Background: an optimization exercise with open tools, aiming at small area, a short achievable clock period and few clock cycles. Do not read the settings as production practice.
RTL that was checked went through simulation tests only; none was proved equivalent to the original.
The RTL of runs 1 to 4 was laid out without a check of its function.
Power is estimated from default activity; no workload was simulated.

`design/flow/design.v`:
```
module iono_crc5 (
    input  wire [7:0] d2,
    input  wire [7:0] d1,
    input  wire [2:0] d0_top,
    output reg  [4:0] crc
);
    reg [23:0] v;
    reg [5:0]  r;
    integer    i;
    always @(*) begin
        v = {d2, d1, d0_top, 5'h07};
        r = {1'b0, v[23:19]};
        for (i = 18; i >= 0; i = i - 1) begin
            r = {r[4:0], v[i]};
            if (r[5]) r = r ^ 6'h35;
        end
        crc = r[4:0];
    end
endmodule
module iono_crc7 (
    input  wire [7:0] w1,
    input  wire [7:0] w0,
    output reg  [6:0] crc
);
    reg [23:0] v;
    reg [7:0]  t;
    reg [6:0]  acc;
    integer    i;
    always @(*) begin
        v   = {w1, w0, 8'h80};
        acc = 7'h7F;
        for (i = 23; i >= 0; i = i - 1) begin
            t = {acc, 1'b0};
            if (acc[6]) t = t ^ 8'hB7;
            t = t ^ {7'b0, v[i]};
            acc = t[6:0];
        end
        crc = acc;
    end
endmodule
module iono_xact (
    input  wire        clk,
    input  wire        rst,
    input  wire        req_valid,
    output wire        req_ready,
    input  wire [2:0]  req_op,
    input  wire        req_bank,
    input  wire [6:0]  req_cmd,
    input  wire [7:0]  req_reg,
    input  wire [7:0]  req_data,
    output wire        rsp_valid,
    output wire        rsp_ok,
    output reg  [7:0]  rsp_value,
    output wire        ex_valid,
    input  wire        ex_ready,
    output wire [1:0]  ex_cs,
    output wire [23:0] ex_tx,
    input  wire        ex_rvalid,
    input  wire [23:0] ex_rx,
    output wire [1:0]  in_err,
    output wire [1:0]  out_err,
    output wire [1:0]  clr_pending,
    output wire [7:0]  in_inputs0,
    output wire [7:0]  in_inputs1
);
    localparam [2:0] OP_IN_READ   = 3'd0;
    localparam [2:0] OP_IN_WRITE  = 3'd1;
    localparam [2:0] OP_OUT_READ  = 3'd2;
    localparam [2:0] OP_OUT_WRITE = 3'd3;
    localparam [2:0] OP_OUT_CFG   = 3'd4;
    localparam [2:0] OP_CLEAR     = 3'd5;
    localparam [7:0]  OUT_CMD_READ_REG = 8'h7F;
    localparam [23:0] OUT_RT_FRAME     = 24'h050F03;   
    localparam [1:0]  ATTEMPTS_LAST    = 2'd2;
    reg        busy;       
    reg        vreq;       
    reg        rt;         
    reg        kin;        
    reg        wr;         
    reg        cfg;        
    reg        ldv;        
    reg        bank;
    reg [1:0]  attempt;
    reg        p1ok;       
    reg [15:0] f;          
    reg [6:0]  c;          
    reg        pend;       
    reg        ok5r;       
    reg        ok7r;       
    reg        eqr;        
    reg [1:0]  pin;        
    reg [1:0]  pout;       
    reg [7:0]  r0r;        
    reg        rspv_r, rsp_ok_r;
    reg [1:0]  in_err_r, out_err_r, clr_r;
    reg [7:0]  in0_r, in1_r;
    wire rb = cfg && !wr;                             
    wire last    = (attempt == ATTEMPTS_LAST);
    wire okw     = ok7r && (p1ok || !wr);               
    wire att_ok  = kin ? ok5r : okw;
    wire p_ok    = att_ok && (eqr || !rb);              
    wire p_done  = pend && (att_ok ? !(wr && cfg) : last);
    wire retry   = pend && !att_ok && !last;
    wire go      = pend && okw && wr && cfg;            
    assign rsp_valid      = rspv_r || p_done;
    assign rsp_ok         = pend ? p_ok : rsp_ok_r;
    assign in_err[0]      = pin[0]  ? !ok5r : in_err_r[0];
    assign in_err[1]      = pin[1]  ? !ok5r : in_err_r[1];
    assign out_err[0]     = pout[0] ? !(okw && (eqr || !rb)) : out_err_r[0];
    assign out_err[1]     = pout[1] ? !(okw && (eqr || !rb)) : out_err_r[1];
    assign clr_pending[0] = clr_r[0] && !(pout[0] && wr && f[15] && okw);
    assign clr_pending[1] = clr_r[1] && !(pout[1] && wr && f[15] && okw);
    assign in_inputs0     = (pin[0] && ok5r) ? r0r : in0_r;
    assign in_inputs1     = (pin[1] && ok5r) ? r0r : in1_r;
    wire [7:0] tx_w1 = rb ? OUT_CMD_READ_REG : f[15:8];
    assign ex_tx     = rt ? OUT_RT_FRAME : {tx_w1, f[7:0], 1'b0, c};
    assign ex_cs     = {!kin, bank};
    assign ex_valid  = vreq || retry || (ex_rvalid && rt);
    assign req_ready = !busy;
    wire       acc_req = !busy && req_valid;
    wire       op_in   = (req_op == OP_IN_READ) || (req_op == OP_IN_WRITE);
    wire       op_wr   = (req_op == OP_OUT_WRITE) || (req_op == OP_OUT_CFG);
    wire       kbit    = clr_r[req_bank];      
    reg  [7:0] nw1, nw0;
    always @(*) begin
        case (req_op)
            OP_IN_READ:  begin nw1 = {1'b0, req_cmd}; nw0 = 8'h00; end
            OP_IN_WRITE: begin nw1 = {1'b1, req_cmd}; nw0 = req_data; end
            OP_OUT_READ: begin nw1 = OUT_CMD_READ_REG; nw0 = req_reg; end
            default:     begin nw1 = {kbit, req_cmd}; nw0 = req_data; end
        endcase
    end
    wire [4:0] t5_cmd, t5_dat, t5_0;
    wire [6:0] t7_cmd, t7_dat, t7_reg, t7_0;
    wire [7:0] rsrc = busy ? rsp_value : req_reg;    
    iono_crc5 u_t5c (.d2({1'b0, req_cmd}), .d1(8'h00),    .d0_top(3'b000), .crc(t5_cmd));
    iono_crc5 u_t5d (.d2(8'h80),           .d1(req_data), .d0_top(3'b000), .crc(t5_dat));
    iono_crc5 u_t50 (.d2(8'h00),           .d1(8'h00),    .d0_top(3'b000), .crc(t5_0));
    iono_crc7 u_t7c (.w1({kbit, req_cmd}), .w0(8'h00),    .crc(t7_cmd));
    iono_crc7 u_t7d (.w1(8'h00),           .w0(req_data), .crc(t7_dat));
    iono_crc7 u_t7r (.w1(OUT_CMD_READ_REG), .w0(rsrc),    .crc(t7_reg));
    iono_crc7 u_t70 (.w1(8'h00),           .w0(8'h00),    .crc(t7_0));
    wire [4:0] c5_in = req_op[0] ? (t5_cmd ^ t5_dat ^ t5_0) : t5_cmd;
    wire [6:0] c7_wr = t7_cmd ^ t7_dat ^ t7_0;
    reg  [6:0] n_c;
    always @(*) begin
        if (busy)       n_c = t7_reg;
        else if (op_in) n_c = {2'b00, c5_in};
        else if (op_wr) n_c = c7_wr;
        else            n_c = t7_reg;
    end
    wire [4:0] rx_c5;
    wire [6:0] rx_c7;
    iono_crc5 u_rx5 (.d2(ex_rx[23:16]), .d1(ex_rx[15:8]), .d0_top(ex_rx[7:5]), .crc(rx_c5));
    iono_crc7 u_rx7 (.w1(ex_rx[23:16]), .w0(ex_rx[15:8]), .crc(rx_c7));
    wire ok5 = (rx_c5 == ex_rx[4:0]);
    wire ok7 = (rx_c7 == ex_rx[6:0]);
    wire eq  = (ex_rx[15:8] == f[15:8]);
    wire ex_acc   = ex_valid && ex_ready;
    wire echo     = busy && ex_rvalid;
    wire echo_p1  = echo && wr && rt;                 
    wire echo_fin = echo && !(wr && rt);              
    wire [1:0] bk = {bank, !bank};
    always @(posedge clk) begin
        if (rst) begin
            busy      <= 1'b0;
            vreq      <= 1'b0;
            rt        <= 1'b0;
            pend      <= 1'b0;
            pin       <= 2'b00;
            pout      <= 2'b00;
            rspv_r    <= 1'b0;
            in_err_r  <= 2'b00;
            out_err_r <= 2'b00;
            clr_r     <= 2'b00;
            in0_r     <= 8'd0;
            in1_r     <= 8'd0;
        end else begin
            in_err_r  <= in_err;
            out_err_r <= out_err;
            clr_r     <= clr_pending;
            in0_r     <= in_inputs0;
            in1_r     <= in_inputs1;
            rspv_r    <= 1'b0;
            rsp_ok_r  <= rsp_ok;
            pend  <= echo_fin;
            ok5r  <= ok5;
            ok7r  <= ok7;
            eqr   <= eq;
            r0r   <= ex_rx[23:16];
            pin   <= (echo_fin && kin)  ? bk : 2'b00;
            pout  <= (echo_fin && !kin) ? bk : 2'b00;
            if (ex_acc) begin
                vreq <= 1'b0;
                if (wr) rt <= !rt;
            end
            if (acc_req) begin
                bank    <= req_bank;
                attempt <= 2'd0;
                kin     <= op_in;
                wr      <= op_wr;
                cfg     <= (req_op == OP_OUT_CFG);
                ldv     <= (req_op == OP_IN_READ) || (req_op == OP_OUT_READ);
                rsp_ok_r <= (req_op == OP_CLEAR);
                f       <= {nw1, nw0};
                c       <= n_c;
                case (req_op)
                    OP_OUT_WRITE: rsp_value <= req_data;
                    OP_OUT_CFG:   rsp_value <= req_reg;
                    default:      rsp_value <= 8'd0;
                endcase
                if (req_op == OP_CLEAR)
                    clr_r[req_bank] <= 1'b1;
                if (req_op >= OP_CLEAR) begin
                    rspv_r <= 1'b1;
                end else begin
                    busy <= 1'b1;
                    vreq <= 1'b1;
                end
            end
            if (echo_p1) begin
                p1ok <= ok7;
                if (!ex_ready) vreq <= 1'b1;
            end
            if (echo_fin) begin
                if (ldv || rb) rsp_value <= ex_rx[15:8];
            end
            if (p_done)
                busy <= 1'b0;
            if (retry) begin
                attempt <= attempt + 2'd1;
                if (!ex_ready) vreq <= 1'b1;
            end
            if (go) begin
                f       <= {f[7:0], rsp_value};
                c       <= n_c;
                wr      <= 1'b0;
                attempt <= 2'd0;
                vreq    <= 1'b1;
            end
        end
    end
endmodule
```
`design/flow/flow/run.sh`:
```
#!/bin/bash
# The standard layout, with the smallest buffer on every input and output port
# (the standard flow's buffer_ports otherwise picks a larger delay buffer).
set -euo pipefail
export BUFFER_PORTS_ARGS="-buffer_cell sky130_fd_sc_hd__buf_1"
bash standard.sh > standard.log 2>&1
```
`design/flow/standard.sh`:
```
#!/bin/bash
# synth_recipe.tcl (not shown) runs the flow's synth.tcl, then flattens the netlist and writes it again
# the make line also repeats each setting of config.mk as NAME=value (left out here)
make -C /OpenROAD-flow-scripts/flow DESIGN_CONFIG=/design/flow/config.mk WORK_HOME=/design/flow/orfs CLKGATE_MAP_FILE= SYNTH_SCRIPT=/design/flow/synth_recipe.tcl "${@:-finish}"
```
`design/flow/config.mk`:
```
export PLATFORM = sky130hd
export DESIGN_NAME = iono_xact
export DESIGN_NICKNAME = iono_xact
export VERILOG_FILES = /design/flow/design.v
export SDC_FILE = /design/flow/constraint.sdc
export NUM_CORES = 4
export LEC_CHECK = 0
export CAP_MARGIN = 20
export CORE_MARGIN = 2
export CORE_UTILIZATION = 40
export SETUP_SLACK_MARGIN = 2.1
export SLEW_MARGIN = 20
```
`design/flow/constraint.sdc`:
```
create_clock -name core_clock -period 5.0 [get_ports {clk}]
set_input_delay 1.0000 -clock core_clock [delete_from_list [all_inputs] [get_ports {clk}]]
set_output_delay 1.0000 -clock core_clock [all_outputs]
set_load 0.01 [all_outputs]
```
==> results.sh, run 1 <==
export IMPL_die_area_um2=15500
export IMPL_synth_top_area_cell="edfxtp_1"
export IMPL_path_clk_slew_ns=0.07
export IMPL_core_area_um2=14400
export IMPL_drt_iter0_drc=265
export IMPL_syn_avg_cell_area_um2=9.40
export IMPL_cts_buffer_depth=2
export IMPL_end_kind="output port"
export IMPL_tns_ns=0
export IMPL_routabilityCongestion=0.912
export IMPL_portBuffers=114
export IMPL_holdBufCountCts=0
export IMPL_avgRoutedWirePerCell_um=17.1
export IMPL_yosysSeqAreaShare=0.370
export IMPL_synth_warning_count=3
export IMPL_r2r_cells=6
export IMPL_synth_commonest_cells="xnor2_1, edfxtp_1, nor2_1, nand2_1, xor2_1"
export IMPL_grt_pass1_wl_um=24600
export IMPL_drt_pass1_iterations=5
export IMPL_cap_violations=0
export IMPL_vias=4611
export IMPL_insertedDiodeCount=0
export IMPL_hold_slack_ns=0.541
export IMPL_hold_viol_final=0
export IMPL_synth_most_common_cell="xnor2_1"
export IMPL_drc_errors=0
export IMPL_synth_compound_area_frac=0.112
export IMPL_grt_max_degree=38
export IMPL_synth_top_area_frac=0.264
export IMPL_synthSimpleGateAreaFrac=0.153
export IMPL_crit_fanout=5
export IMPL_grt_pass1_vias=4514
export IMPL_async_reset_ff_frac=0
export IMPL_crit_required_ns=4.00
export IMPL_rsz0062_at_grt="true"
export IMPL_antenna_found_initial=0
export IMPL_ys_top_cells_by_area="edfxtp_1, xnor2_1, dfxtp_1"
export IMPL_synth_top_family_by_area="XOR/XNOR gates"
export IMPL_setup_ws_ns=2.17
export IMPL_place_ws_ns=1.61
export IMPL_arrival_ns=1.83
export IMPL_cts_root_buf="clkbuf_16"
export IMPL_power_density_nw_per_um2=333
export IMPL_synth_fp_nets=675
export IMPL_synth_edf_count=51
export IMPL_rows=44
export IMPL_setup_violations=0
export IMPL_n_fill_cell=1401
export IMPL_period_minus_slack_ns=2.83
export IMPL_status="timing/DRC/antenna clean"
export IMPL_fin_skew_ns=0.00783
export IMPL_io_pins=116
export IMPL_drive_gt1_frac=0.126
export IMPL_switching_share=0.341
export IMPL_synth_distinct_cells=48
export IMPL_die_y_um=125
export IMPL_fmax_ghz=0.353
export IMPL_cts_tree="yes"
export IMPL_switching_power_uw=778
export IMPL_areaGrowthSynthToFinish_pct=18.0
export IMPL_slew_headroom=0.357
export IMPL_min_path_type="reg -> reg"
export IMPL_p_comb_frac=0.368
export IMPL_netlist_instances=618
export IMPL_synth_seq_cells=82
export IMPL_antenna_left=0
export IMPL_wirelength_um=15400
export IMPL_die_w_um=125
export IMPL_start_kind="flop"
export IMPL_cts_buffers=9
export IMPL_worst_pin_slew_ns=0.964
export IMPL_cts_sinks=82
export IMPL_post_drt_via_cell_ratio=5.14
export IMPL_clkLatencyLatePin_ns=0.34
export IMPL_track_usage=0.202
export IMPL_vdd_drop_max_uv=164
export IMPL_start_util=0.404
export IMPL_synth_xor_area_share=0.270
export IMPL_min_path_cells=1
export IMPL_grt_ovfl_total=0
export IMPL_critical_path_class="reg -> out"
export IMPL_drv_slew=0
export IMPL_fin_crit_sh=0.566
export IMPL_synth_area_um2=5810
export IMPL_muxShareOfSynthArea=0.0467
export IMPL_p_int_uw=1500
export IMPL_synth_fa_ha_area_frac=0.00215
export IMPL_htreeDepth=3
export IMPL_p_leak_uw=0.00253
export IMPL_final_net_count=765
export IMPL_seqPwrFrac=0.353
export IMPL_dp_hpwl_um=11900
export IMPL_synthFlopType="edfxtp_1"
export IMPL_power_uw=2280
export IMPL_p_clk_frac=0.279
stage by stage:
stage / std cells / area [um^2] / util
detailed placement: 876 / 6460 / 0.450
CTS: 893 / 6770 / 0.471
global route: 897 / 6850 / 0.477
finish: 897 / 6850 / 0.477
global placement: 876 / 6460 / 0.450
floorplan: 618 / 5970 / -
layout make-up:
class                   count  area [um^2]  share of cell area
clock buffers              10          229              0.0334
clock inverters             6         47.5             0.00694
multi-input cells         471         3600               0.525
inverters                  21         78.8              0.0115
flip-flops and latches     82         2150               0.314
well taps                 184          230              0.0336
repair buffers            123          514              0.0750
logic make-up (layout without fill, tap and decap cells):
logic type | count (synthesis) | in the layout
muxes | 25 | 25
xor gates and xnor gates | 165 | 165
and+or+nand+nor | 176 | 176
buffers and inverters | 65 | 160
DFF | 82 | 82
AOI/OAI and AO/OA | 103 | 103
adders and majority gates | 1 | 1
other | 1 | 1
critical path: stages (launching register included):
cell	delay [ns]
edfxtp_1	0.45
nor2b_1	0.19
o31a_1	0.30
a21oi_1	0.13
a21oi_1	0.05
inv_1	0.08
a21o_1	0.11
buf_1	0.17
final timing paths:
check / end / slack, ns / start
setup / recovery: rsp_valid / 2.17 / wr$_SDFFCE_PP0P_
hold / removal: pin[0]$_SDFF_PP0_ / 0.54 / bank$_DFFE_PP_
setup reg to reg: c[1]$_DFFE_PP_ / 2.36 / busy$_SDFFE_PP0P_
hold reg to reg: pin[0]$_SDFF_PP0_ / 0.54 / bank$_DFFE_PP_
sequential cells by signal, summed over array words and instances, names as in the netlist, 2 cells and up:
| signal | count |
|---|---|
| out_err_r | 2 |
| in0_r | 8 |
| f | 16 |
| in1_r | 8 |
| rsp_value | 8 |
| r0r | 8 |
| c | 7 |
| clr_r | 2 |
| attempt | 2 |
| in_err_r | 2 |
| pin | 2 |
| pout | 2 |
cell usage in the layout (no fill, tap or decap), types with 13 or more instances in the layout:
master	count
xnor2_1	105
buf_1	101
edfxtp_1	51
nor2_1	42
nand2_1	41
o21ai_0	35
xor2_1	34
dfxtp_1	31
a21oi_1	27
and2_1	22
inv_1	21
mux2_2	17
and3_1	16
nor2b_1	14
xnor2_2	13
what timing repair did:
| item | CTS | global route |
|---|---|---|
| endpoints found under the setup margin | 5 | 8 |
| buffers inserted | 1 | 4 |
| gates resized for setup | 8 | 15 |
| pin swaps | 1 | 6 |
power groups by stage:
stage          clock network (uW)  registers, uW  logic [uW]
3_5_place_dp                    0            821         798
2_1_floorplan                   0            805         646
6_report                      636            806         840
5_1_grt                       679            811         921
3_3_place_gp                    0            821         783
4_1_cts                       644            806         807
routing by layer:
| metal | share of wire | track usage | wire length, um |
|---|---|---|---|
| met4 | 0.013 | 0.0535 | 197 |
| met1 | 0.48 | 0.286 | 7300 |
| met2 | 0.46 | 0.319 | 7030 |
| met5 | 0 | 0 | 0 |
| met3 | 0.053 | 0.0365 | 821 |
==> run 2, diff against run 1 <==
--- a/design/flow/config.mk
+++ b/design/flow/config.mk
@@ -9,4 +9,4 @@
 export CORE_MARGIN = 2
 export CORE_UTILIZATION = 40
-export SETUP_SLACK_MARGIN = 2.1
+export SETUP_SLACK_MARGIN = 2.5
 export SLEW_MARGIN = 20
==> results.sh, run 2 <==
export IMPL_track_usage=0.220
export IMPL_synth_edf_count=51
export IMPL_portBuffers=114
export IMPL_drc_errors=0
export IMPL_holdBufCountCts=0
export IMPL_routabilityCongestion=0.932
export IMPL_grt_pass1_vias=4908
export IMPL_synth_fp_nets=675
export IMPL_fin_area_um2=8070
export IMPL_min_path_cells=1
export IMPL_synth_seq_cells=82
export IMPL_cts_sinks=82
export IMPL_r2r_cells=16
export IMPL_grt_pass1_wl_um=27100
export IMPL_hold_viol_final=0
export IMPL_yosysSeqAreaShare=0.370
export IMPL_use_met3=0.0344
export IMPL_ys_top_cells_by_area="edfxtp_1, xnor2_1, dfxtp_1"
export IMPL_min_from="bank$_DFFE_PP_"
export IMPL_top_usage_layer="met2"
export IMPL_synth_top_area_frac=0.264
export IMPL_post_drt_via_cell_ratio=5.25
export IMPL_fin_util=0.562
export IMPL_power_density_nw_per_um2=320
export IMPL_crit_required_ns=4.00
export IMPL_grt_max_degree=42
export IMPL_vias=5000
export IMPL_syn_avg_cell_area_um2=9.40
export IMPL_insertedDiodeCount=0
export IMPL_fin_crit_sh=0.563
export IMPL_htreeDepth=3
export IMPL_slew_headroom=0.401
export IMPL_min_path_type="reg -> reg"
export IMPL_async_reset_ff_frac=0
export IMPL_cap_violations=0
export IMPL_areaGrowthSynthToFinish_pct=38.9
export IMPL_antenna_left=0
export IMPL_worst_pin_slew_ns=0.899
export IMPL_drive_gt1_frac=0.317
export IMPL_register_area_um2=2150
export IMPL_whs_endpoint="pout[0]$_SDFF_PP0_"
export IMPL_ff2ff_setup_slack_ns=2.24
export IMPL_die_area_um2=15500
export IMPL_final_cell_mix="xnor2_1, buf_4, buf_1, edfxtp_1, nand2_1"
export IMPL_r2r_start="wr$_SDFFCE_PP0P_"
export IMPL_tns_ns=0
export IMPL_place_ws_ns=1.66
export IMPL_placed_cell_area_um2=6520
export IMPL_netlist_instances=618
export IMPL_n_fill_cell=1256
export IMPL_dp_cells=874
export IMPL_die_y_um=125
export IMPL_rows=44
export IMPL_fmax_ghz=0.355
export IMPL_core_area_um2=14400
export IMPL_finalNonFillerCells=953
export IMPL_synth_most_common_cell="xnor2_1"
export IMPL_end_kind="output port"
export IMPL_critical_path_class="reg -> out"
export IMPL_final_net_count=821
export IMPL_rsz0062_at_grt="true"
export IMPL_antenna_found_initial=0
export IMPL_worstPathCellList="nor2b_4 > o31a_1 > a31oi_1 > nand2_1 > buf_1"
export IMPL_max_stage_delay_ns=0.45
export IMPL_period_minus_slack_ns=2.82
export IMPL_drt_iter0_drc=304
export IMPL_status="timing/DRC/antenna clean"
export IMPL_timing_rr_end="busy$_SDFFE_PP0P_"
export IMPL_wirelength_um=17700
export IMPL_grt_use_met2=0.356
export IMPL_start_util=0.404
export IMPL_cts_root_buf="clkbuf_16"
export IMPL_slowest_stage="edfxtp_1"
export IMPL_synth_commonest_cells="xnor2_1, edfxtp_1, nor2_1, nand2_1, xor2_1"
export IMPL_setup_violations=0
export IMPL_synth_warning_count=3
export IMPL_avgRoutedWirePerCell_um=18.6
export IMPL_drv_slew=0
export IMPL_cts_buffer_depth=2
export IMPL_fin_skew_ns=0.0109
export IMPL_multi_input_area_um2=4110
export IMPL_grt_ovfl_total=0
export IMPL_drt_pass1_iterations=5
export IMPL_path_clk_slew_ns=0.07
export IMPL_use_met1=0.305
export IMPL_largest_register="f"
export IMPL_cts_buffers=9
export IMPL_vdd_drop_max_uv=202
export IMPL_die_w_um=125
export IMPL_dp_hpwl_um=12200
export IMPL_io_pins=116
export IMPL_synth_distinct_cells=48
export IMPL_clkLatencyLatePin_ns=0.35
export IMPL_arrival_ns=1.82
export IMPL_synthFlopType="edfxtp_1"
export IMPL_cts_tree="yes"
export IMPL_synth_top_area_cell="edfxtp_1"
export IMPL_p_leak_uw=0.00323
export IMPL_synth_area_um2=5810
export IMPL_crit_fanout=5
export IMPL_final_common_cell="xnor2_1"
export IMPL_start_kind="flop"
export IMPL_largest_reg_flops=16
export IMPL_setup_ws_ns=2.18
run 2: cell counts after synthesis:
No cell type changed its count.
run 2: routing by layer:
layer | routed length (um) | share of wire
met1 | 8040 | 0.45
met2 | 8520 | 0.48
met3 | 909 | 0.051
met4 | 284 | 0.016
met5 | 0 | 0
run 2: critical path, delay by kind of cell, from the launching register on:
| family | cells | cell delay [ns] |
|---|---|---|
| buffers and inverters | 1 | 0.15 |
| and+or+nand+nor | 2 | 0.29 |
| AOI/OAI and AO/OA | 2 | 0.58 |
| DFF | 1 | 0.45 |
run 2: kinds of logic after synthesis:
group | after synthesis | synth area share
compound gates | 103 | 0.112
xor+xnor | 165 | 0.270
fa+ha+maj | 1 | 0.00215
buf+inv | 65 | 0.0446
flops | 82 | 0.370
mux | 25 | 0.0467
other cells | 1 | 0.000646
simple gates | 176 | 0.153
run 2: final cells by class:
| cell class | instances | share of cell area |
|---|---|---|
| clock inverter | 6 | 0.00636 |
| timing repair buffer | 177 | 0.148 |
| multi-input combinational | 473 | 0.509 |
| sequential | 82 | 0.267 |
| inverter | 21 | 0.00977 |
| clock buffer | 10 | 0.0310 |
| tap | 184 | 0.0285 |
run 2: worst max-delay path by stage:
stage	depth (start not counted)	end	slack [ns]	startpoint
3_5_place_dp	8	p1ok$_DFFE_PP_	1.66	ex_rx[16]
4_1_cts	8	ok7r$_DFFE_PN_	2.24	ex_rx[20]
6_report	5	ex_valid	2.18	wr$_SDFFCE_PP0P_
5_1_grt	7	rsp_valid	2.15	kin$_DFFE_PP_
2_1_floorplan	8	ok5r$_DFFE_PN_	2.11	ex_rx[20]
3_3_place_gp	8	ok5r$_DFFE_PN_	1.70	ex_rx[18]
run 2: metrics by stage:
stage / power [uW] / hold slack (ns)
2_1_floorplan: 1470 / 0.461
3_3_place_gp: 1620 / 0.513
3_5_place_dp: 1640 / 0.531
4_1_cts: 2420 / 0.540
5_1_grt: 2690 / 0.587
6_report: 2580 / 0.540
run 2: power breakdown:
group / switching, uW / internal (uW) / total, uW
clock network: 306 / 377 / 683
registers: 38.5 / 771 / 810
logic: 536 / 553 / 1090
run 2: repair_timing:
action,in CTS,in global routing
setup buffers,34,27
gates cloned,1,1
resized for setup,121,98
endpoints found under the setup margin,81,75
pin swaps,23,36
==> run 3, diff against run 2 <==
--- a/design/flow/config.mk
+++ b/design/flow/config.mk
@@ -6,7 +6,8 @@
 export NUM_CORES = 4
 export LEC_CHECK = 0
+export ABC_CLOCK_PERIOD_IN_PS = 3000
 export CAP_MARGIN = 20
 export CORE_MARGIN = 2
 export CORE_UTILIZATION = 40
-export SETUP_SLACK_MARGIN = 2.5
+export SETUP_SLACK_MARGIN = 2.1
 export SLEW_MARGIN = 20
==> results.sh, run 3 <==
export IMPL_post_drt_via_cell_ratio=5.14
export IMPL_fin_skew_ns=0.00783
export IMPL_whs_endpoint="pin[0]$_SDFF_PP0_"
export IMPL_fmax_ghz=0.353
export IMPL_netlist_instances=618
export IMPL_switching_power_uw=778
export IMPL_grt_ovfl_total=0
export IMPL_critPathTopFamily="compound AO/OA/AOI/OAI gates"
export IMPL_grt_max_degree=38
export IMPL_max_stage_delay_ns=0.45
export IMPL_hold_viol_final=0
export IMPL_min_path_type="reg -> reg"
export IMPL_start_kind="flop"
export IMPL_synth_commonest_cells="xnor2_1, edfxtp_1, nor2_1, nand2_1, xor2_1"
export IMPL_rows=44
export IMPL_multi_input_area_um2=3600
export IMPL_die_w_um=125
export IMPL_end_kind="output port"
export IMPL_antenna_found_initial=0
export IMPL_rsz0062_at_grt="true"
export IMPL_synth_warning_count=3
export IMPL_async_reset_ff_frac=0
export IMPL_p_comb_frac=0.368
export IMPL_worst_pin_slew_ns=0.964
export IMPL_p_leak_uw=0.00253
export IMPL_die_y_um=125
export IMPL_cpMostUsedCell="a21oi_1"
export IMPL_status="timing/DRC/antenna clean"
export IMPL_htreeDepth=3
export IMPL_start_util=0.404
export IMPL_finalNonFillerCells=897
export IMPL_switching_share=0.341
export IMPL_drv_slew=0
export IMPL_power_density_nw_per_um2=333
export IMPL_worstPathCellList="nor2b_1 > o31a_1 > a21oi_1 > a21oi_1 > inv_1 > a21o_1 > buf_1"
export IMPL_synthSimpleGateAreaFrac=0.153
export IMPL_synth_xor_area_share=0.270
export IMPL_io_pins=116
export IMPL_crit_required_ns=4.00
export IMPL_track_usage=0.202
export IMPL_synth_fa_ha_area_frac=0.00215
export IMPL_period_minus_slack_ns=2.83
export IMPL_largest_reg_flops=16
export IMPL_synth_top_area_frac=0.264
export IMPL_ys_top_cells_by_area="edfxtp_1, xnor2_1, dfxtp_1"
export IMPL_dp_cells=876
export IMPL_fin_crit_sh=0.566
export IMPL_holdBufCountCts=0
export IMPL_r2r_cells=6
export IMPL_power_uw=2280
export IMPL_slew_headroom=0.357
export IMPL_synth_seq_cells=82
export IMPL_synth_top_area_cell="edfxtp_1"
export IMPL_final_common_cell="xnor2_1"
export IMPL_cts_buffers=9
export IMPL_avgRoutedWirePerCell_um=17.1
export IMPL_setup_violations=0
export IMPL_min_path_cells=1
export IMPL_portBuffers=114
export IMPL_path_clk_slew_ns=0.07
export IMPL_min_from="bank$_DFFE_PP_"
export IMPL_drt_iter0_drc=265
export IMPL_clkLatencyLatePin_ns=0.34
export IMPL_vias=4611
export IMPL_synth_fp_nets=675
export IMPL_yosysSeqAreaShare=0.370
export IMPL_timing_rr_end="c[1]$_DFFE_PP_"
export IMPL_muxShareOfSynthArea=0.0467
export IMPL_p_clk_frac=0.279
export IMPL_arrival_ns=1.83
export IMPL_synth_top_family_by_area="XOR/XNOR gates"
export IMPL_final_net_count=765
export IMPL_drc_errors=0
export IMPL_synth_most_common_cell="xnor2_1"
export IMPL_p_int_uw=1500
export IMPL_synth_edf_count=51
export IMPL_routabilityCongestion=0.912
export IMPL_crit_fanout=5
export IMPL_register_area_um2=2150
export IMPL_drt_pass1_iterations=5
export IMPL_die_area_um2=15500
export IMPL_path_buf_inv=2
export IMPL_grt_pass1_vias=4514
export IMPL_cts_sinks=82
export IMPL_wirelength_um=15400
export IMPL_areaGrowthSynthToFinish_pct=18.0
export IMPL_grt_pass1_wl_um=24600
export IMPL_cap_violations=0
export IMPL_dp_hpwl_um=11900
export IMPL_seqPwrFrac=0.353
export IMPL_insertedDiodeCount=0
export IMPL_cts_root_buf="clkbuf_16"
export IMPL_n_fill_cell=1401
export IMPL_r2r_start="busy$_SDFFE_PP0P_"
export IMPL_ff2ff_setup_slack_ns=2.36
export IMPL_vdd_drop_max_uv=164
export IMPL_final_cell_mix="xnor2_1, buf_1, edfxtp_1, nor2_1, nand2_1"
export IMPL_cts_tree="yes"
export IMPL_tns_ns=0
export IMPL_core_area_um2=14400
export IMPL_syn_avg_cell_area_um2=9.40
export IMPL_synthFlopType="edfxtp_1"
export IMPL_largest_register="f"
export IMPL_cts_buffer_depth=2
export IMPL_synth_area_um2=5810
export IMPL_synth_distinct_cells=48
export IMPL_critical_path_class="reg -> out"
export IMPL_slowest_stage="edfxtp_1"
export IMPL_drive_gt1_frac=0.126
export IMPL_antenna_left=0
export IMPL_synth_compound_area_frac=0.112
[run 3: cell types whose count changed in the layout (fill, tap and decap cells not counted), moves of 4 or more]
cell / delta
and3_1: +4
xor2_1: +4
o21ai_0: +4
xnor2_2: -7
xnor2_1: +14
xnor2_4: -7
buf_1: +45
clkbuf_2: +5
mux2_4: -17
buf_6: -29
buf_4: -48
nor2_1: +4
buf_2: -24
mux2_2: +17
[run 3: timing repair]
item                       4_1_cts  5_1_grt
setup buffers                    1        4
resized for setup                8       15
setup endpoints to repair        5        8
pin swaps                        1        6
[run 3: logic make-up after synthesis]
| family | Yosys count |
|---|---|
| compound gates | 103 |
| xor+xnor | 165 |
| flops | 82 |
| fa+ha+maj | 1 |
| other cells | 1 |
| buf+inv | 65 |
| simple gates | 176 |
| mux | 25 |
[run 3: metal layers]
layer	share of wire	up-vias	GRT usage
li1	-	2267	-
met1	0.48	2188	0.286
met2	0.46	141	0.319
met3	0.053	15	0.0365
met4	0.013	0	0.0535
met5	0	-	0
[run 3: how the worst max path moves through the flow]
stage | startpoint | end | slack (ns) | cells past startpoint
2_1_floorplan | ex_rx[20] | ok5r$_DFFE_PN_ | 2.11 | 8
3_3_place_gp | ex_rx[21] | p1ok$_DFFE_PP_ | 1.71 | 7
3_5_place_dp | ex_rx[21] | ok7r$_DFFE_PN_ | 1.61 | 7
4_1_cts | ex_rx[18] | ok5r$_DFFE_PN_ | 2.10 | 8
5_1_grt | ex_rx[20] | p1ok$_DFFE_PP_ | 2.07 | 8
6_report | wr$_SDFFCE_PP0P_ | rsp_valid | 2.17 | 7
[run 3: cell type report]
type                    count  area share
multi-input cells         471       0.525
well taps                 184      0.0336
repair buffers            123      0.0750
clock buffers              10      0.0334
clock inverters             6     0.00694
inverters                  21      0.0115
flip-flops and latches     82       0.314
[run 3: stage by stage]
step	worst slack, ns	instance area [um^2]	hold slack (ns)	utilization
floorplan	2.11	5970	0.461	-
global placement	1.71	6460	0.521	0.450
detailed placement	1.61	6460	0.534	0.450
CTS	2.10	6770	0.545	0.471
global route	2.07	6850	0.565	0.477
finish	2.17	6850	0.541	0.477
[run 3: power by group through the flow]
| stage | Combinational, uW | Sequential [uW] | Clock, uW |
|---|---|---|---|
| after floorplan | 646 | 805 | 0 |
| after global placement | 783 | 821 | 0 |
| final | 840 | 806 | 636 |
| after CTS | 807 | 806 | 644 |
| after global routing | 921 | 811 | 679 |
| after detailed placement | 798 | 821 | 0 |
==> run 4, diff against run 3 <==
--- a/design/flow/design.v
+++ b/design/flow/design.v
@@ -79,5 +79,4 @@
     reg        wr;         
     reg        cfg;        
-    reg        ldv;        
     reg        bank;
     reg [1:0]  attempt;
@@ -162,4 +161,5 @@
     wire echo_fin = echo && !(wr && rt);              
     wire [1:0] bk = {bank, !bank};
+    wire ldv = kin ? !f[15] : !wr;
     always @(posedge clk) begin
         if (rst) begin
@@ -183,12 +183,7 @@
             in1_r     <= in_inputs1;
             rspv_r    <= 1'b0;
-            rsp_ok_r  <= rsp_ok;
-            pend  <= echo_fin;
-            ok5r  <= ok5;
-            ok7r  <= ok7;
-            eqr   <= eq;
-            r0r   <= ex_rx[23:16];
-            pin   <= (echo_fin && kin)  ? bk : 2'b00;
-            pout  <= (echo_fin && !kin) ? bk : 2'b00;
+            pend <= echo_fin;
+            pin  <= (echo_fin && kin)  ? bk : 2'b00;
+            pout <= (echo_fin && !kin) ? bk : 2'b00;
             if (ex_acc) begin
                 vreq <= 1'b0;
@@ -196,18 +191,4 @@
             end
             if (acc_req) begin
-                bank    <= req_bank;
-                attempt <= 2'd0;
-                kin     <= op_in;
-                wr      <= op_wr;
-                cfg     <= (req_op == OP_OUT_CFG);
-                ldv     <= (req_op == OP_IN_READ) || (req_op == OP_OUT_READ);
-                rsp_ok_r <= (req_op == OP_CLEAR);
-                f       <= {nw1, nw0};
-                c       <= n_c;
-                case (req_op)
-                    OP_OUT_WRITE: rsp_value <= req_data;
-                    OP_OUT_CFG:   rsp_value <= req_reg;
-                    default:      rsp_value <= 8'd0;
-                endcase
                 if (req_op == OP_CLEAR)
                     clr_r[req_bank] <= 1'b1;
@@ -219,24 +200,46 @@
                 end
             end
-            if (echo_p1) begin
-                p1ok <= ok7;
-                if (!ex_ready) vreq <= 1'b1;
-            end
-            if (echo_fin) begin
-                if (ldv || rb) rsp_value <= ex_rx[15:8];
-            end
+            if (echo_p1 && !ex_ready)
+                vreq <= 1'b1;
             if (p_done)
                 busy <= 1'b0;
-            if (retry) begin
-                attempt <= attempt + 2'd1;
-                if (!ex_ready) vreq <= 1'b1;
-            end
-            if (go) begin
-                f       <= {f[7:0], rsp_value};
-                c       <= n_c;
-                wr      <= 1'b0;
-                attempt <= 2'd0;
-                vreq    <= 1'b1;
-            end
+            if (retry && !ex_ready)
+                vreq <= 1'b1;
+            if (go)
+                vreq <= 1'b1;
+        end
+    end
+    always @(posedge clk) begin
+        rsp_ok_r <= rsp_ok;
+        ok5r <= ok5;
+        ok7r <= ok7;
+        eqr  <= eq;
+        r0r  <= ex_rx[23:16];
+        if (acc_req) begin
+            bank     <= req_bank;
+            attempt  <= 2'd0;
+            kin      <= op_in;
+            wr       <= op_wr;
+            cfg      <= (req_op == OP_OUT_CFG);
+            rsp_ok_r <= (req_op == OP_CLEAR);
+            f        <= {nw1, nw0};
+            c        <= n_c;
+            case (req_op)
+                OP_OUT_WRITE: rsp_value <= req_data;
+                OP_OUT_CFG:   rsp_value <= req_reg;
+                default:      rsp_value <= 8'd0;
+            endcase
+        end
+        if (echo_p1)
+            p1ok <= ok7;
+        if (echo_fin && ldv)
+            rsp_value <= ex_rx[15:8];
+        if (retry)
+            attempt <= attempt + 2'd1;
+        if (go) begin
+            f       <= {f[7:0], rsp_value};
+            c       <= n_c;
+            wr      <= 1'b0;
+            attempt <= 2'd0;
         end
     end
--- a/design/flow/config.mk
+++ b/design/flow/config.mk
@@ -6,5 +6,4 @@
 export NUM_CORES = 4
 export LEC_CHECK = 0
-export ABC_CLOCK_PERIOD_IN_PS = 3000
 export CAP_MARGIN = 20
 export CORE_MARGIN = 2
==> results.sh, run 4 <==
export IMPL_fin_skew_ns=0.00719
export IMPL_holdBufCountCts=0
export IMPL_post_drt_via_cell_ratio=5.05
export IMPL_antenna_found_initial=0
export IMPL_insertedDiodeCount=0
export IMPL_cts_sinks=81
export IMPL_track_usage=0.202
export IMPL_core_area_um2=13900
export IMPL_drt_iter0_drc=173
export IMPL_grt_pass1_vias=4166
export IMPL_fin_crit_sh=0.572
export IMPL_final_common_cell="buf_1"
export IMPL_largest_register="f"
export IMPL_synth_top_area_cell="edfxtp_1"
export IMPL_drt_pass1_iterations=5
export IMPL_multi_input_area_um2=3660
export IMPL_grt_pass1_wl_um=22800
export IMPL_critical_path_class="in -> reg"
export IMPL_grt_max_degree=36
export IMPL_setup_violations=0
export IMPL_status="timing/DRC/antenna clean"
export IMPL_ff2ff_setup_slack_ns=2.45
export IMPL_syn_avg_cell_area_um2=10.1
export IMPL_crit_fanout=6
export IMPL_largest_reg_flops=16
export IMPL_hold_viol_final=0
export IMPL_avgRoutedWirePerCell_um=17.9
export IMPL_synth_area_um2=5720
export IMPL_min_path_type="reg -> reg"
export IMPL_die_w_um=124
export IMPL_worst_pin_slew_ns=1.05
export IMPL_switching_share=0.322
export IMPL_cts_buffer_depth=2
export IMPL_cap_violations=0
export IMPL_io_pins=116
export IMPL_dp_cells=826
export IMPL_yosysSeqAreaShare=0.344
export IMPL_synthFlopType="dfxtp_1"
export IMPL_vdd_drop_max_uv=209
export IMPL_fmax_ghz=0.349
export IMPL_async_reset_ff_frac=0
export IMPL_cts_tree="yes"
export IMPL_synth_top_area_frac=0.184
export IMPL_die_y_um=124
export IMPL_n_fill_cell=1330
export IMPL_register_area_um2=1970
export IMPL_arrival_ns=3.00
export IMPL_crit_required_ns=5.13
export IMPL_tns_ns=0
export IMPL_p_leak_uw=0.00273
export IMPL_clkLatencyLatePin_ns=0.34
export IMPL_final_cell_mix="buf_1, xnor2_1, nor2_1, nor2b_1, dfxtp_1"
export IMPL_areaGrowthSynthToFinish_pct=17.4
export IMPL_synth_distinct_cells=54
export IMPL_start_util=0.411
export IMPL_netlist_instances=566
export IMPL_wirelength_um=15100
export IMPL_synth_most_common_cell="xnor2_1"
export IMPL_finalNonFillerCells=844
export IMPL_p_comb_frac=0.378
export IMPL_rsz0062_at_grt="true"
export IMPL_vias=4263
export IMPL_synth_warning_count=3
export IMPL_path_clk_slew_ns=0.06
export IMPL_synth_edf_count=35
export IMPL_cts_buffers=9
export IMPL_grt_ovfl_total=0
export IMPL_die_area_um2=15300
export IMPL_drc_errors=0
export IMPL_synth_fp_nets=623
export IMPL_drv_slew=0
export IMPL_drive_gt1_frac=0.136
export IMPL_switching_power_uw=789
export IMPL_min_path_cells=1
export IMPL_dp_hpwl_um=11900
export IMPL_portBuffers=114
export IMPL_p_int_uw=1660
export IMPL_period_minus_slack_ns=2.86
export IMPL_routabilityCongestion=0.888
export IMPL_power_density_nw_per_um2=365
export IMPL_htreeDepth=3
export IMPL_cts_root_buf="clkbuf_16"
export IMPL_synth_seq_cells=81
export IMPL_antenna_left=0
export IMPL_seqPwrFrac=0.326
export IMPL_final_net_count=716
export IMPL_p_clk_frac=0.295
export IMPL_start_kind="primary input"
export IMPL_r2r_cells=6
export IMPL_end_kind="flop"
export IMPL_slew_headroom=0.300
export IMPL_synth_commonest_cells="xnor2_1, nor2_1, nor2b_1, dfxtp_1, edfxtp_1"
export IMPL_ys_top_cells_by_area="edfxtp_1, dfxtp_1, xnor2_1"
export IMPL_rows=43
run 4: changes by cell type in the layout (fill, tap and decap cells not counted), moves of 13 or more:
cell	previous run	this run
and2_1	22	4
xnor2_1	105	79
o21ai_0	35	14
nor2b_1	14	46
inv_1	21	8
nor2_1	42	56
dfxtp_1	31	44
and3_1	16	3
edfxtp_1	51	35
xnor3_1	6	27
run 4: what timing repair did:
| item | 4_1_cts | 5_1_grt |
|---|---|---|
| resized for setup | 11 | 25 |
| pin swaps | 1 | 2 |
| setup endpoints to repair | 6 | 14 |
| setup buffers | 0 | 2 |
run 4: cells by family (layout without fill, tap and decap cells):
logic type               count (synthesis)  count (layout)  synth area share
AO/OA/AOI/OAI                           77              77            0.0852
XOR/XNOR                               156             156             0.327
adder cells (fa/ha/maj)                  1               1           0.00219
buffers and inverters                   47             145            0.0356
flip-flops                              81              81             0.344
multiplexers                            28              28            0.0527
other                                    1               1          0.000655
AND/OR/NAND/NOR                        175             175             0.152
run 4: worst paths after layout:
check                                          to         startpoint
worst max-delay path               c[1]$_DFFE_PP_        req_data[5]
worst min-delay path            pin[0]$_SDFF_PP0_     bank$_DFFE_PP_
worst max register to register     c[5]$_DFFE_PP_  busy$_SDFFE_PP0P_
worst min register to register  pin[0]$_SDFF_PP0_     bank$_DFFE_PP_
run 4: per-stage QoR:
step	setup slack, ns	hold WS [ns]	power (uW)	cell area, um^2	utilization
global route	2.09	0.544	2570	6720	0.482
detailed placement	1.67	0.496	1710	6250	0.449
global placement	1.71	0.510	1700	6250	0.449
CTS	2.10	0.501	2440	6610	0.474
finish	2.14	0.501	2450	6720	0.482
floorplan	2.01	0.455	1520	5750	-
run 4: power groups by stage:
stage	Clock, uW	Combinational [uW]	Sequential (uW)
global route	761	999	806
global placement	0	889	811
detailed placement	0	898	813
CTS	736	908	799
finish	723	927	800
floorplan	0	725	791
run 4: final cells by class:
| type | count | share of cell area |
|---|---|---|
| Clock buffer | 10 | 0.0373 |
| Clock inverter | 6 | 0.0117 |
| Inverter | 9 | 0.00503 |
| Multi-Input combinational cell | 438 | 0.545 |
| Sequential cell | 81 | 0.294 |
| Tap cell | 180 | 0.0335 |
| Timing Repair Buffer | 120 | 0.0736 |
run 4: layer usage:
layer  GRT usage  vias up  wire [um]
li1            -     2101          -
met1       0.280     2024       7040
met2       0.320      118       7050
met3      0.0366       20        723
met4      0.0625        0        273
met5           0        -          0
run 4: critical path, stage by stage:
cell and delay (ns):
buf_1 0.29, xnor3_2 0.47, xnor2_1 0.18, xnor2_1 0.30, xnor3_1 0.32, xnor2_1 0.15, a221oi_1 0.29
==> run 5, diff against run 4 <==
--- a/design/flow/design.v
+++ b/design/flow/design.v
@@ -3,39 +3,24 @@
     input  wire [7:0] d1,
     input  wire [2:0] d0_top,
-    output reg  [4:0] crc
+    output wire [4:0] crc
 );
-    reg [23:0] v;
-    reg [5:0]  r;
-    integer    i;
-    always @(*) begin
-        v = {d2, d1, d0_top, 5'h07};
-        r = {1'b0, v[23:19]};
-        for (i = 18; i >= 0; i = i - 1) begin
-            r = {r[4:0], v[i]};
-            if (r[5]) r = r ^ 6'h35;
-        end
-        crc = r[4:0];
-    end
+    assign crc[0] = ~(d2[6] ^ d2[5] ^ d2[4] ^ d1[7] ^ d1[5] ^ d1[2] ^ d1[1] ^ d0_top[2] ^ d0_top[1] ^ d0_top[0]);
+    assign crc[1] = ~(d2[7] ^ d2[6] ^ d2[5] ^ d2[0] ^ d1[6] ^ d1[3] ^ d1[2] ^ d1[0] ^ d0_top[2] ^ d0_top[1]);
+    assign crc[2] = ~(d2[7] ^ d2[5] ^ d2[4] ^ d2[1] ^ d1[5] ^ d1[4] ^ d1[3] ^ d1[2] ^ d1[0] ^ d0_top[1] ^ d0_top[0]);
+    assign crc[3] = d2[6] ^ d2[5] ^ d2[2] ^ d1[6] ^ d1[5] ^ d1[4] ^ d1[3] ^ d1[1] ^ d0_top[2] ^ d0_top[1];
+    assign crc[4] = d2[7] ^ d2[5] ^ d2[4] ^ d2[3] ^ d1[6] ^ d1[4] ^ d1[1] ^ d1[0] ^ d0_top[1] ^ d0_top[0];
 endmodule
 module iono_crc7 (
     input  wire [7:0] w1,
     input  wire [7:0] w0,
-    output reg  [6:0] crc
+    output wire [6:0] crc
 );
-    reg [23:0] v;
-    reg [7:0]  t;
-    reg [6:0]  acc;
-    integer    i;
-    always @(*) begin
-        v   = {w1, w0, 8'h80};
-        acc = 7'h7F;
-        for (i = 23; i >= 0; i = i - 1) begin
-            t = {acc, 1'b0};
-            if (acc[6]) t = t ^ 8'hB7;
-            t = t ^ {7'b0, v[i]};
-            acc = t[6:0];
-        end
-        crc = acc;
-    end
+    assign crc[0] = ~(w1[7] ^ w1[6] ^ w1[4] ^ w1[3] ^ w1[2] ^ w1[1] ^ w0[5] ^ w0[4] ^ w0[3] ^ w0[2] ^ w0[1]);
+    assign crc[1] = ~(w1[6] ^ w1[5] ^ w1[1] ^ w0[6] ^ w0[1] ^ w0[0]);
+    assign crc[2] = w1[4] ^ w1[3] ^ w1[1] ^ w0[7] ^ w0[5] ^ w0[4] ^ w0[3] ^ w0[0];
+    assign crc[3] = w1[5] ^ w1[4] ^ w1[2] ^ w1[0] ^ w0[6] ^ w0[5] ^ w0[4] ^ w0[1] ^ w0[0];
+    assign crc[4] = w1[7] ^ w1[5] ^ w1[4] ^ w1[2] ^ w0[7] ^ w0[6] ^ w0[4] ^ w0[3];
+    assign crc[5] = w1[7] ^ w1[5] ^ w1[4] ^ w1[2] ^ w1[1] ^ w1[0] ^ w0[7] ^ w0[3] ^ w0[2] ^ w0[1] ^ w0[0];
+    assign crc[6] = w1[6] ^ w1[5] ^ w1[3] ^ w1[2] ^ w1[1] ^ w1[0] ^ w0[4] ^ w0[3] ^ w0[2] ^ w0[1] ^ w0[0];
 endmodule
 module iono_xact (
==> results.sh, run 5 <==
export IMPL_fmax_ghz=0.352
export IMPL_io_pins=116
export IMPL_synth_area_um2=5150
export IMPL_post_drt_via_cell_ratio=5.04
export IMPL_die_area_um2=13800
export IMPL_synth_distinct_cells=50
export IMPL_placed_cell_area_um2=5660
export IMPL_die_y_um=117
export IMPL_final_net_count=708
export IMPL_slew_headroom=0.302
export IMPL_dp_hpwl_um=10900
export IMPL_synth_commonest_cells="xnor2_1, nor2_1, dfxtp_1, nand2_1, nor2b_1"
export IMPL_holdBufCountCts=0
export IMPL_cts_root_buf="clkbuf_16"
export IMPL_synthFlopType="dfxtp_1"
export IMPL_drt_iter0_drc=257
export IMPL_arrival_ns=1.84
export IMPL_use_met3=0.0397
export IMPL_drt_pass1_iterations=5
export IMPL_synth_top_area_frac=0.204
export IMPL_synth_seq_cells=81
export IMPL_grt_use_met2=0.326
export IMPL_largest_reg_flops=16
export IMPL_worst_pin_slew_ns=1.04
export IMPL_grt_pass1_vias=4101
export IMPL_syn_avg_cell_area_um2=9.25
export IMPL_portBuffers=114
export IMPL_rows=41
export IMPL_drive_gt1_frac=0.0915
export IMPL_fin_skew_ns=0.00826
export IMPL_crit_required_ns=4.00
export IMPL_critical_path_class="reg -> out"
export IMPL_cts_buffer_depth=2
export IMPL_min_path_cells=1
export IMPL_crit_fanout=5
export IMPL_cap_violations=0
export IMPL_htreeDepth=3
export IMPL_power_uw=1990
export IMPL_die_w_um=117
export IMPL_synth_fp_nets=614
export IMPL_avgRoutedWirePerCell_um=16.8
export IMPL_routabilityCongestion=0.911
export IMPL_fin_crit_sh=0.568
export IMPL_cts_sinks=81
export IMPL_tns_ns=0
export IMPL_synth_most_common_cell="xnor2_1"
export IMPL_fin_area_um2=6010
export IMPL_vias=4174
export IMPL_top_usage_layer="met2"
export IMPL_wirelength_um=13900
export IMPL_drc_errors=0
export IMPL_p_leak_uw=0.00218
export IMPL_synth_top_area_cell="edfxtp_1"
export IMPL_min_path_type="reg -> reg"
export IMPL_vdd_drop_max_uv=160
export IMPL_setup_violations=0
export IMPL_antenna_left=0
export IMPL_async_reset_ff_frac=0
export IMPL_drv_slew=0
export IMPL_n_fill_cell=1265
export IMPL_antenna_found_initial=0
export IMPL_clkLatencyLatePin_ns=0.34
export IMPL_rsz0062_at_grt="true"
export IMPL_fin_util=0.476
export IMPL_cts_tree="yes"
export IMPL_status="timing/DRC/antenna clean"
export IMPL_final_cell_mix="buf_1, xnor2_1, nor2_1, dfxtp_1, nand2_1"
export IMPL_largest_register="f"
export IMPL_core_area_um2=12600
export IMPL_grt_ovfl_total=0
export IMPL_power_density_nw_per_um2=331
export IMPL_ys_top_cells_by_area="edfxtp_1, xnor2_1, dfxtp_1"
export IMPL_cts_buffers=9
export IMPL_final_common_cell="buf_1"
export IMPL_synth_warning_count=1
export IMPL_use_met1=0.262
export IMPL_hold_viol_final=0
export IMPL_netlist_instances=557
export IMPL_insertedDiodeCount=0
export IMPL_start_util=0.408
export IMPL_areaGrowthSynthToFinish_pct=16.6
export IMPL_yosysSeqAreaShare=0.383
export IMPL_r2r_cells=3
export IMPL_start_kind="flop"
export IMPL_period_minus_slack_ns=2.84
export IMPL_path_clk_slew_ns=0.07
export IMPL_synth_edf_count=35
export IMPL_grt_max_degree=36
export IMPL_end_kind="output port"
export IMPL_grt_pass1_wl_um=21500
export IMPL_track_usage=0.201
run 5: cell type report:
class	count	area, um^2	share of cell area
multi-input cells	430	3020	0.502
flip-flops and latches	81	1970	0.328
repair buffers	119	465	0.0775
clock buffers	10	250	0.0417
well taps	172	215	0.0358
clock inverters	6	50.0	0.00833
inverters	10	37.5	0.00625
run 5: worst paths after layout:
path / start / end / slack (ns)
max: kin$_DFFE_PP_ / rsp_valid / 2.16
max reg2reg: busy$_SDFFE_PP0P_ / f[12]$_DFFE_PP_ / 2.64
min: bank$_DFFE_PP_ / pin[0]$_SDFF_PP0_ / 0.52
min reg2reg: bank$_DFFE_PP_ / pin[0]$_SDFF_PP0_ / 0.52
run 5: report_power, final:
part | switching, uW | leakage [uW] | internal [uW]
Combinational | 302 | 0.00130 | 243
Sequential | 37.9 | 0.000719 | 742
Clock | 289 | 0.000152 | 376
run 5: stage by stage:
stage | cells | hold slack, ns | setup WS (ns)
after detailed placement | 810 | 0.513 | 1.86
after floorplan | 557 | 0.461 | 2.42
after CTS | 826 | 0.519 | 1.97
after global placement | 810 | 0.499 | 1.95
final | 828 | 0.516 | 2.16
after global routing | 828 | 0.542 | 2.03
run 5: cells by family (layout without fill, tap and decap cells):
logic type | after synthesis | after routing | synth area share
xor+xnor | 146 | 146 | 0.257
compound gates | 71 | 71 | 0.0892
other cells | 1 | 1 | 0.000728
fa+ha+maj | 1 | 1 | 0.00243
simple gates | 185 | 185 | 0.176
mux | 26 | 26 | 0.0549
buf+inv | 46 | 145 | 0.0367
flops | 81 | 81 | 0.383
run 5: worst max-delay path: stages (launching register included):
cell and delay [ns]:
edfxtp_1 0.49, nand2_1 0.16, o21ai_1 0.17, nand3_1 0.10
o211a_1 0.15, or2_2 0.29, buf_1 0.14
run 5: layer usage:
layer  wire [um]  vias up
met5           0        -
met4         391        0
met3         793       22
met2        6650      143
met1        6110     1960
li1            -     2049
run 5: repair_timing:
item,4_1_cts,5_1_grt
endpoints found under the setup margin,5,7
resized for setup,3,6
setup buffers,0,2
hold endpoints to repair,0,0
Testbench counts of run 5, summed over its fixed seeds: cycles 10,194.
==> run 6, diff against run 5 <==
==> design/flow/flow/run.sh (replaced) <==
#!/bin/bash
# The standard layout, with two changes to how it is made:
# - the smallest buffer on every input and output port (the standard flow's
#   buffer_ports otherwise picks a larger delay buffer);
# - synthesis does not map to the 3-input XOR/XNOR cells (slow on the CRC trees).
set -euo pipefail
export BUFFER_PORTS_ARGS="-buffer_cell sky130_fd_sc_hd__buf_1"
cd "$(dirname "$0")/.."
plat=$(make -s --no-print-directory -C "$FLOW_HOME" DESIGN_CONFIG="$PWD/config.mk" WORK_HOME="$PWD/orfs" print-DONT_USE_CELLS | sed -n 's/^DONT_USE_CELLS: //p')
extra="sky130_fd_sc_hd__xor3_1 sky130_fd_sc_hd__xor3_2 sky130_fd_sc_hd__xor3_4 sky130_fd_sc_hd__xnor3_1 sky130_fd_sc_hd__xnor3_2 sky130_fd_sc_hd__xnor3_4"
echo "DONT_USE_CELLS: $plat $extra" > dont_use.log
bash standard.sh DONT_USE_CELLS="$plat $extra" finish > standard.log 2>&1
==> results.sh, run 6 <==
export IMPL_status="timing/DRC/antenna clean"
export IMPL_drt_pass1_iterations=4
export IMPL_drc_errors=0
export IMPL_min_from="bank$_DFFE_PP_"
export IMPL_die_y_um=118
export IMPL_die_w_um=118
export IMPL_crit_start="kin$_DFFE_PP_"
export IMPL_drt_met1_wl_um=6400
export IMPL_dp_hpwl_um=11000
export IMPL_place_ws_ns=2.00
export IMPL_wirelength_um=14000
export IMPL_crit_fanout=5
export IMPL_drive_gt1_frac=0.0873
export IMPL_synth_top_area_cell="edfxtp_1"
export IMPL_grt_max_degree=37
export IMPL_cap_violations=0
export IMPL_start_kind="flop"
export IMPL_rsz0062_at_grt="false"
export IMPL_p_clk_frac=0.331
export IMPL_routabilityCongestion=0.900
export IMPL_syn_avg_cell_area_um2=9.15
export IMPL_hold_viol_final=0
export IMPL_synth_most_common_cell="xnor2_1"
export IMPL_slew_headroom=0.333
export IMPL_start_util=0.409
export IMPL_insertedDiodeCount=0
export IMPL_fmax_ghz=0.360
export IMPL_vdd_drop_max_uv=199
export IMPL_synth_fp_nets=622
export IMPL_hold_slack_ns=0.538
export IMPL_track_usage=0.202
export IMPL_routed_top_layer="met4"
export IMPL_period_minus_slack_ns=2.78
export IMPL_vias=4167
export IMPL_end_kind="output port"
export IMPL_path_clk_slew_ns=0.07
export IMPL_synth_commonest_cells="xnor2_1, nor2_1, dfxtp_1, nand2_1, nor2b_1"
export IMPL_grt_pass1_vias=4229
export IMPL_power_density_nw_per_um2=329
export IMPL_rows=41
export IMPL_cts_buffers=9
export IMPL_yosysSeqAreaShare=0.382
export IMPL_fin_util=0.476
export IMPL_io_pins=116
export IMPL_p_leak_uw=0.00218
export IMPL_synth_distinct_cells=48
export IMPL_cts_buffer_depth=2
export IMPL_synth_area_um2=5170
export IMPL_ys_top_cells_by_area="edfxtp_1, xnor2_1, dfxtp_1"
export IMPL_cts_sinks=81
export IMPL_switching_power_uw=621
export IMPL_p_comb_frac=0.274
export IMPL_avgRoutedWirePerCell_um=16.7
export IMPL_netlist_instances=565
export IMPL_switching_share=0.314
export IMPL_drv_slew=0
export IMPL_grt_pass1_wl_um=22000
export IMPL_synthFlopType="dfxtp_1"
export IMPL_die_area_um2=13800
export IMPL_dr_wl_met3_um=701
export IMPL_r2r_start="busy$_SDFFE_PP0P_"
export IMPL_core_area_um2=12600
export IMPL_grt_ovfl_total=0
export IMPL_synth_seq_cells=81
export IMPL_seqPwrFrac=0.395
export IMPL_min_path_type="reg -> reg"
export IMPL_critical_path_class="reg -> out"
export IMPL_cts_root_buf="clkbuf_16"
export IMPL_tns_ns=0
export IMPL_cts_tree="yes"
export IMPL_setup_violations=0
export IMPL_largest_reg_flops=16
export IMPL_antenna_found_initial=0
export IMPL_p_int_uw=1360
export IMPL_setup_ws_ns=2.22
export IMPL_fin_skew_ns=0.00880
export IMPL_synth_top_area_frac=0.203
export IMPL_portBuffers=114
export IMPL_htreeDepth=3
export IMPL_antenna_left=0
export IMPL_post_drt_via_cell_ratio=4.98
export IMPL_async_reset_ff_frac=0
export IMPL_worst_pin_slew_ns=0.999
export IMPL_largest_register="f"
export IMPL_route_met2_wl_um=6600
export IMPL_areaGrowthSynthToFinish_pct=16.3
export IMPL_final_cell_mix="xnor2_1, buf_1, nor2_1, dfxtp_1, nand2_1"
export IMPL_drt_iter0_drc=245
export IMPL_clkLatencyLatePin_ns=0.34
export IMPL_fin_crit_sh=0.555
export IMPL_final_net_count=716
export IMPL_crit_required_ns=4.00
export IMPL_arrival_ns=1.78
export IMPL_n_fill_cell=1266
export IMPL_synth_warning_count=1
export IMPL_synth_edf_count=35
-- run 6: changes by cell type after synthesis, sizes merged, moves of 2 or more --
| cell | before | now |
|---|---|---|
| xnor2 | 110 | 116 |
| o21ai | 17 | 21 |
| nand2 | 41 | 44 |
| xor2 | 34 | 31 |
| a211oi | 4 | 2 |
| a21oi | 16 | 14 |
| mux2i | 8 | 10 |
| nand3 | 15 | 13 |
| nor2 | 52 | 54 |
| nor3 | 4 | 6 |
| xor3 | 2 | 0 |
-- run 6: worst paths after layout --
| kind | to | slack (ns) | depth (start not counted) |
|---|---|---|---|
| worst max-delay path | ex_valid | 2.22 | 4 |
| worst min-delay path | pin[0]$_SDFF_PP0_ | 0.54 | 1 |
| worst max register to register | c[3]$_DFFE_PP_ | 2.77 | 6 |
| worst min register to register | pin[0]$_SDFF_PP0_ | 0.54 | 1 |
-- run 6: stage by stage --
stage | instance area [um^2] | power [uW] | cells
floorplan | 5170 | 1190 | 565
global placement | 5680 | 1330 | 818
detailed placement | 5680 | 1330 | 818
CTS | 5980 | 1990 | 834
global route | 6010 | 2070 | 836
finish | 6010 | 1980 | 836
-- run 6: cells by family after synthesis --
group,count (synthesis),synth area share
and+or+nand+nor,191,0.181
other,1,0.000726
xor gates and xnor gates,147,0.254
adders and majority gates,1,0.00242
muxes,27,0.0564
DFF,81,0.382
buffers and inverters,47,0.0390
AOI/OAI and AO/OA,70,0.0857
-- run 6: power groups by stage --
| stage | registers (uW) | clock network (uW) | logic [uW] |
|---|---|---|---|
| global route | 786 | 694 | 593 |
| floorplan | 777 | 0 | 413 |
| global placement | 793 | 0 | 532 |
| finish | 780 | 656 | 542 |
| detailed placement | 794 | 0 | 539 |
| CTS | 780 | 665 | 542 |
-- run 6: timing repair --
item / in CTS / in global routing
setup buffers: 0 / 2
pin swaps: 0 / 0
setup endpoints to repair: 5 / 4
hold buffers: 0 / 0
gates resized for setup: 3 / 6
-- run 6: worst max-delay path, stage by stage (launching register included) --
cell and delay [ns]:
edfxtp_1 0.48, o311ai_2 0.43, nor2b_1 0.29, nand2_1 0.09, buf_1 0.14
-- run 6: final cells by class --
type                    count  area, um^2  area share
well taps                 172         215      0.0358
flip-flops and latches     81        1980       0.329
multi-input cells         437        3010       0.501
clock inverters             6        46.3     0.00770
repair buffers            120         473      0.0787
clock buffers              10         250      0.0416
inverters                  10        37.5     0.00624
-- run 6: per-layer routing --
| layer | up-vias | global-route usage |
|---|---|---|
| li1 | 2063 | - |
| met1 | 1975 | 0.256 |
| met2 | 110 | 0.338 |
| met3 | 19 | 0.0533 |
| met4 | 0 | 0.0610 |
| met5 | - | 0 |
==> run 7, diff against run 6 <==
--- a/design/flow/config.mk
+++ b/design/flow/config.mk
@@ -9,4 +9,4 @@
 export CORE_MARGIN = 2
 export CORE_UTILIZATION = 40
-export SETUP_SLACK_MARGIN = 2.1
+export SETUP_SLACK_MARGIN = 2.7
 export SLEW_MARGIN = 20
==> results.sh, run 7 <==
export IMPL_r2r_start="p1ok$_DFFE_PP_"
export IMPL_status="timing/DRC/antenna clean"
export IMPL_clkLatencyLatePin_ns=0.34
export IMPL_cap_violations=0
export IMPL_synth_area_um2=5170
export IMPL_r2r_cells=5
export IMPL_p_int_uw=1430
export IMPL_switching_power_uw=651
export IMPL_setup_violations=0
export IMPL_drive_gt1_frac=0.255
export IMPL_synth_fp_nets=622
export IMPL_portBuffers=114
export IMPL_synth_distinct_cells=48
export IMPL_synth_top_area_cell="edfxtp_1"
export IMPL_p_clk_frac=0.321
export IMPL_placed_cell_area_um2=5810
export IMPL_synth_most_common_cell="xnor2_1"
export IMPL_finalNonFillerCells=859
export IMPL_drt_pass1_iterations=4
export IMPL_die_y_um=118
export IMPL_rsz0062_at_grt="true"
export IMPL_fin_area_um2=6700
export IMPL_rows=41
export IMPL_switching_share=0.313
export IMPL_cts_buffer_depth=2
export IMPL_antenna_found_initial=0
export IMPL_ys_top_cells_by_area="edfxtp_1, xnor2_1, dfxtp_1"
export IMPL_dp_hpwl_um=11000
export IMPL_hold_viol_final=0
export IMPL_grt_pass1_vias=4190
export IMPL_whs_endpoint="pin[0]$_SDFF_PP0_"
export IMPL_crit_fanout=3
export IMPL_cts_root_buf="clkbuf_16"
export IMPL_p_comb_frac=0.302
export IMPL_grt_ovfl_total=0
export IMPL_slew_headroom=0.609
export IMPL_final_common_cell="xnor2_1"
export IMPL_netlist_instances=565
export IMPL_async_reset_ff_frac=0
export IMPL_arrival_ns=1.67
export IMPL_min_path_cells=1
export IMPL_track_usage=0.204
export IMPL_insertedDiodeCount=0
export IMPL_io_pins=116
export IMPL_fmax_ghz=0.375
export IMPL_synth_edf_count=35
export IMPL_final_net_count=739
export IMPL_power_uw=2080
export IMPL_dp_cells=817
export IMPL_min_from="bank$_DFFE_PP_"
export IMPL_largest_reg_flops=16
export IMPL_antenna_left=0
export IMPL_routabilityCongestion=0.970
export IMPL_synth_warning_count=1
export IMPL_fin_util=0.531
export IMPL_end_kind="output port"
export IMPL_fin_skew_ns=0.00685
export IMPL_cts_buffers=9
export IMPL_tns_ns=0
export IMPL_final_cell_mix="xnor2_1, buf_1, nor2_1, nand2_1, dfxtp_1"
export IMPL_drt_iter0_drc=295
export IMPL_path_clk_slew_ns=0.06
export IMPL_start_kind="flop"
export IMPL_areaGrowthSynthToFinish_pct=29.6
export IMPL_period_minus_slack_ns=2.67
export IMPL_critical_path_class="reg -> out"
export IMPL_die_w_um=118
export IMPL_worst_pin_slew_ns=0.585
export IMPL_vdd_drop_max_uv=161
export IMPL_power_density_nw_per_um2=311
export IMPL_start_util=0.409
export IMPL_largest_register="f"
export IMPL_drc_errors=0
export IMPL_htreeDepth=3
export IMPL_synth_top_area_frac=0.203
export IMPL_synth_commonest_cells="xnor2_1, nor2_1, dfxtp_1, nand2_1, nor2b_1"
export IMPL_p_leak_uw=0.00257
export IMPL_cts_sinks=81
export IMPL_timing_rr_end="f[13]$_DFFE_PP_"
export IMPL_vias=4305
export IMPL_post_drt_via_cell_ratio=5.01
export IMPL_wirelength_um=14200
export IMPL_avgRoutedWirePerCell_um=16.6
export IMPL_yosysSeqAreaShare=0.382
export IMPL_fin_crit_sh=0.533
export IMPL_core_area_um2=12600
export IMPL_crit_required_ns=4.00
export IMPL_grt_pass1_wl_um=22100
export IMPL_min_path_type="reg -> reg"
export IMPL_drv_slew=0
export IMPL_ff2ff_setup_slack_ns=2.99
export IMPL_grt_max_degree=37
export IMPL_cts_tree="yes"
export IMPL_synthFlopType="dfxtp_1"
export IMPL_die_area_um2=13800
export IMPL_synth_seq_cells=81
export IMPL_seqPwrFrac=0.377
export IMPL_syn_avg_cell_area_um2=9.15
==> run 7: cell types whose count changed in the layout (fill, tap and decap cells not counted), moves of 4 or more <==
cell,delta
buf_1,-39
buf_2,+25
buf_4,+18
buf_6,+10
clkbuf_2,+9
dfxtp_1,-5
nand2_1,-4
nor2_1,-8
nor2_2,+6
xnor2_1,-18
xnor2_2,+12
xnor2_4,+6
==> run 7: how the worst max path moves through the flow <==
| stage | to | slack, ns | depth (start not counted) | startpoint |
|---|---|---|---|---|
| final | rsp_valid | 2.33 | 5 | p1ok$_DFFE_PP_ |
| after global routing | ex_valid | 2.26 | 5 | kin$_DFFE_PP_ |
| after CTS | rsp_valid | 2.37 | 5 | p1ok$_DFFE_PP_ |
| after detailed placement | c[5]$_DFFE_PP_ | 2.06 | 7 | req_op[0] |
| after global placement | c[5]$_DFFE_PP_ | 2.16 | 7 | req_op[0] |
| after floorplan | p1ok$_DFFE_PP_ | 2.57 | 7 | ex_rx[8] |
==> run 7: power by group through the flow <==
stage | registers [uW] | clock network, uW | logic (uW)
floorplan | 777 | 0 | 443
global placement | 793 | 0 | 555
detailed placement | 795 | 0 | 560
CTS | 784 | 678 | 598
global route | 790 | 705 | 677
finish | 785 | 667 | 627
==> run 7: worst max-delay path: stages (launching register included) <==
cell and delay (ns):
edfxtp_1 0.44, o21ai_2 0.20, o21ai_2 0.10, o211a_1 0.23
or2_4 0.24, buf_6 0.12
==> run 7: repair_timing <==
action,4_1_cts,5_1_grt
endpoints found under the setup margin,86,70
gates resized for setup,77,43
setup buffers,17,9
pin swaps,9,9
hold buffers,0,0
==> run 7: cells by family after synthesis <==
logic type,count (synthesis),synth area share
flops,81,0.382
buf+inv,47,0.0390
fa+ha+maj,1,0.00242
other cells,1,0.000726
xor+xnor,147,0.254
mux,27,0.0564
compound gates,70,0.0857
simple gates,191,0.181
==> run 7: area by class of cell <==
cell class	count	area (um^2)
clock buffer	11	264
clock inverter	5	41.3
fill	1237	5920
inverter	10	37.5
multi-input combinational	437	3410
sequential	81	1990
tap	172	215
timing repair buffer	143	744
==> run 7: stage by stage <==
| stage | hold slack [ns] | setup WS (ns) |
|---|---|---|
| 6_report | 0.524 | 2.33 |
| 5_1_grt | 0.562 | 2.26 |
| 4_1_cts | 0.532 | 2.37 |
| 3_5_place_dp | 0.521 | 2.06 |
| 3_3_place_gp | 0.518 | 2.16 |
| 2_1_floorplan | 0.461 | 2.57 |
==> run 7: per-layer routing <==
metal / part of all wire / global-route usage / vias to the layer above
li1: - / - / 2114
met1: 0.44 / 0.267 / 2055
met2: 0.50 / 0.343 / 122
met3: 0.045 / 0.0344 / 14
met4: 0.012 / 0.0640 / 0
met5: 0 / 0 / -

Re-timed with assumed drivers on the ports (clkbuf_16 on the clock, buf_2 on other inputs), run 7 has 2.292 ns of setup slack against 2.333 ns with ideal ports, and 2.346 ns once port delays also move by the mid clock arrival of 0.380 ns.
